This design comes from an exercise in tuning for small area, a short achievable clock period and few clock cycles on the open sky130 flow, not from production work. Function was checked by simulation only, so behaviour that the tests miss may differ from the original.

the reference run:
Design epdq_dither, start of the top module:
module epdq_dither #(
    parameter MAX_W = 12
) (
    input  wire        clk,
    input  wire        rst,
    input  wire        start,
    input  wire [1:0]  cfg_op,
    input  wire [2:0]  cfg_mode,
    input  wire [5:0]  cfg_width,
    input  wire [7:0]  cfg_thr_grey,
    input  wire [15:0] cfg_thr3,
    input  wire [15:0] cfg_thr4,
    input  wire [23:0] cfg_margin,
    input  wire [23:0] cfg_color_red,
    input  wire [23:0] cfg_color_yel,
    input  wire        in_valid,
    output reg         in_ready,
    input  wire [7:0]  in_r,
    input  wire [7:0]  in_g,
    input  wire [7:0]  in_b,
    output reg         out_valid,
    input  wire        out_ready,
    output reg  [1:0]  out_sym,
    output reg  [7:0]  out_luma,
    output reg  [23:0] out_q
);
    localparam OP_DGREY  = 2'd1;
    localparam OP_DCOLOR = 2'd2;
    localparam M_BINARY = 3'd0;
    localparam M_BWR    = 3'd1;
    localparam M_BWY    = 3'd2;
    localparam M_BWYR   = 3'd3;
    localparam M_GRAY4  = 3'd4;
    localparam NE = MAX_W - 3;       
    reg [1:0]  op_q;
    reg [2:0]  mode_q;
    reg [3:0]  w_q;
    reg [7:0]  tg_q, l_q, c_q, my_q, mrb_q, mrg_q;
    reg [23:0] col2_q, red_q;
    always @(posedge clk) begin
        op_q   <= cfg_op;
        mode_q <= cfg_mode;
        w_q    <= cfg_width[3:0];
        tg_q   <= cfg_thr_grey;
        l_q    <= (cfg_mode == M_BWYR) ? cfg_thr4[7:0]  : cfg_thr3[7:0];
        c_q    <= (cfg_mode == M_BWYR) ? cfg_thr4[15:8] : cfg_thr3[15:8];
        my_q   <= cfg_margin[7:0];
        mrb_q  <= cfg_margin[15:8];
        mrg_q  <= cfg_margin[23:16];
        col2_q <= (cfg_mode == M_BWR) ? cfg_color_red : cfg_color_yel;
        red_q  <= cfg_color_red;
    end
    wire dgrey = (op_q == OP_DGREY);
    wire dith  = (op_q == OP_DGREY) || (op_q == OP_DCOLOR);
    wire w1    = (w_q == 4'd1);
    wire smw   = (w_q[3:2] == 2'b00);    
    function [23:0] symcol;
        input [1:0]  s;
        input [23:0] c2, c3;
        begin
            case (s)
                2'd0: symcol = 24'h000000;
                2'd1: symcol = 24'hFFFFFF;
                2'd2: symcol = c2;
                default: symcol = c3;
  ...
For scale: ~3700 cells after synthesis, ~560 flip-flops, about 190 I/O pins, roughly 35000 sq um of cells after synthesis.
Settings: LEC_CHECK=0, ABC_AREA=1, CAP_MARGIN=40, CORE_MARGIN=2, CORE_UTILIZATION=50, CTS_CLUSTER_DIAMETER=80, CTS_CLUSTER_SIZE=30, PLACE_DENSITY=0.6, SLEW_MARGIN=60; clock period 30.0 ns.
standard.sh (not shown) runs the stock make flow with config.mk's settings and CLKGATE_MAP_FILE= SYNTH_SCRIPT=/design/flow/synth_recipe.tcl, a recipe that flattens the netlist after the stock synthesis.
==> flow/flow/run.sh <==
#!/bin/bash
# The standard layout, with every port buffered by a buf_1 cell instead of
# the default port buffer. The make output goes to standard.log, each tool's
# own log to orfs/logs/.
set -euo pipefail
export BUFFER_PORTS_ARGS="-buffer_cell sky130_fd_sc_hd__buf_1"
bash standard.sh > standard.log 2>&1
Testbench counts of the reference run, summed over its fixed seeds: cycles 13,078.
The following lists how the trial run was set up differently from the reference run:
--- a/flow/design.v
+++ b/flow/design.v
@@ -88,53 +88,56 @@
         reg [10:0] x, y, z, s, c;
         begin
             x = {3'b0, r};
             y = {2'b0, g, 1'b0};
             z = {3'b0, b};
             s = x ^ y ^ z;
             c = {(x[9:0] & y[9:0]) | (x[9:0] & z[9:0]) | (y[9:0] & z[9:0]), 1'b0};
             ltl = neg3(s, c, ~{1'b0, t, 2'b0}, 1'b1);
         end
     endfunction
-    reg v1, vl, v2, sv, bub;
-    wire full = out_valid & sv;
-    wire m2   = v2 & ~full & ~bub;       
+    reg v1, vl, v2, c1, c2, bub;
+    wire m2   = v2 & ~c2 & ~bub;         
     wire s2f  = smw ? ~v2 & ~bub : ~v2 | m2;
     wire ml   = vl & s2f;                
     wire m1   = v1 & (dgrey ? ~vl | ml : s2f);   
     wire ld2  = dgrey ? ml : m1;         
     wire fire = in_valid & in_ready;
     wire pop  = out_valid & out_ready;
     wire v1_n  = fire | (v1 & ~m1);
     wire vl_n  = dgrey & (m1 | (vl & ~ml));
     wire v2_n  = ld2 | (v2 & ~m2);
-    wire ov_n  = (pop | ~out_valid) ? (sv | m2) : 1'b1;
-    wire sv_n  = (pop | ~out_valid) ? (sv & m2) : (sv | m2);
+    wire deq   = c1 & (pop | ~out_valid);    
+    wire ov_n  = (pop | ~out_valid) ? c1 : 1'b1;
+    wire c1_n  = deq ? (c2 | m2) : (c1 | m2);
+    wire c2_n  = deq ? (c2 & m2) : (c2 | (c1 & m2));
     wire bub_n = m2 & smw;
-    wire m2_nn = v2_n & ~(ov_n & sv_n) & ~bub_n;
+    wire m2_nn = v2_n & ~c2_n & ~bub_n;
     wire s2f_n = smw ? ~v2_n & ~bub_n : ~v2_n | m2_nn;
     wire rdy_n = ~v1_n | (dgrey ? ~vl_n | s2f_n : s2f_n);
     always @(posedge clk) begin
         if (rst) begin
             v1        <= 1'b0;
             vl        <= 1'b0;
             v2        <= 1'b0;
             out_valid <= 1'b0;
-            sv        <= 1'b0;
+            c1        <= 1'b0;
+            c2        <= 1'b0;
             bub       <= 1'b0;
             in_ready  <= 1'b1;
         end else begin
             v1        <= v1_n;
             vl        <= vl_n;
             v2        <= v2_n;
             out_valid <= ov_n;
-            sv        <= sv_n;
+            c1        <= c1_n;
+            c2        <= c2_n;
             bub       <= bub_n;
             in_ready  <= rdy_n;
         end
     end
     wire s1_en = ~v1 | m1;
     reg [23:0] s1_px;
     always @(posedge clk)
         if (s1_en)
             s1_px <= {in_r, in_g, in_b};
     reg [3:0]  x;                
@@ -313,25 +316,28 @@
                 if (fold & ptr[k])
                     st <= push;
             if (k == 0) begin : g_first
                 assign ls_terms[k] = ptr[k] ? st : 27'd0;
             end else begin : g_next
                 assign ls_terms[k] = ls_terms[k - 1] | (ptr[k] ? st : 27'd0);
             end
         end
     endgenerate
     assign ls_out = ls_terms[NE - 1];
-    reg [1:0] sk_sym;
-    reg [7:0] sk_luma;
-    wire [1:0] q_sym = sv ? sk_sym : rsym;
+    reg [1:0] k1_sym, k2_sym;
+    reg [7:0] k1_luma, k2_luma;
     always @(posedge clk) begin
         if (pop | ~out_valid) begin
-            out_sym  <= q_sym;
-            out_luma <= sv ? sk_luma : rluma;
-            out_q    <= symcol(q_sym, col2_q, red_q);
+            out_sym  <= k1_sym;
+            out_luma <= k1_luma;
+            out_q    <= symcol(k1_sym, col2_q, red_q);
+        end
+        if (deq | ~c1) begin
+            k1_sym  <= (deq & c2) ? k2_sym : rsym;
+            k1_luma <= (deq & c2) ? k2_luma : rluma;
         end
         if (m2) begin
-            sk_sym  <= rsym;
-            sk_luma <= rluma;
+            k2_sym  <= rsym;
+            k2_luma <= rluma;
         end
     end
 endmodule
--- outcome ---
- For post-synthesis share of cell area spent on full adders, half adders and majority gates, the reference run and the trial run come out practically identical.
- Row worst hold slack: the trial run lower / the reference run higher
- For total global-route track usage, the reference run and the trial run come out practically identical.
- Capturing element of the worst setup path: out_q[23] -> the reference run, g0[3] -> the trial run
- The final reports for the trial run and the reference run show post-route cell area higher in the former.
- On worst path required time, the lower figure sits with the reference run, not the trial run.
- Compared with the reference run, the trial run shows a area occupied by multi-input gates that is about 0.9% lower.
- In the trial run relative to the reference run, critical path depth had gone up by a few percent.
- On fraction of final layout cells with drive strength greater than 1, the reference run and the trial run are neck and neck.
Testbench counts of the trial run, summed over its fixed seeds: cycles 13,142.

port drivers added, routing unchanged:
The flow's constraints put no driver on any port. The routed layouts listed below were extracted and timed again, unchanged, in two steps. Step 1 sets driving cells, clkbuf_16 on the clock port and buf_2 on the other inputs (assumed; they add their load-dependent delay and slew). Step 2 moves the port delays by t, midway between the first and last clock arrival at a register: inputs arrive t later, outputs are due t later. That takes back most of the time a late clock gives input paths. Three values: no drivers, after step 1, after step 2; two values: the first two.
run | t (ns) | slack for setup (ns) | worst hold slack (ns) | clock arrival spread, ns
the reference run | 0.662 | 22.306 / 22.306 / 22.306 | 0.454 / 0.454 / 0.454 | 0.034 / 0.034
the trial run | 0.640 | 22.816 / 22.791 / 22.372 | 0.424 / 0.424 / 0.424 | 0.032 / 0.032
After both steps setup and hold are still met in every run listed. The setup slack of the trial run, which loses most, moves by -0.025 ns with the drivers and by -0.444 ns with both steps.
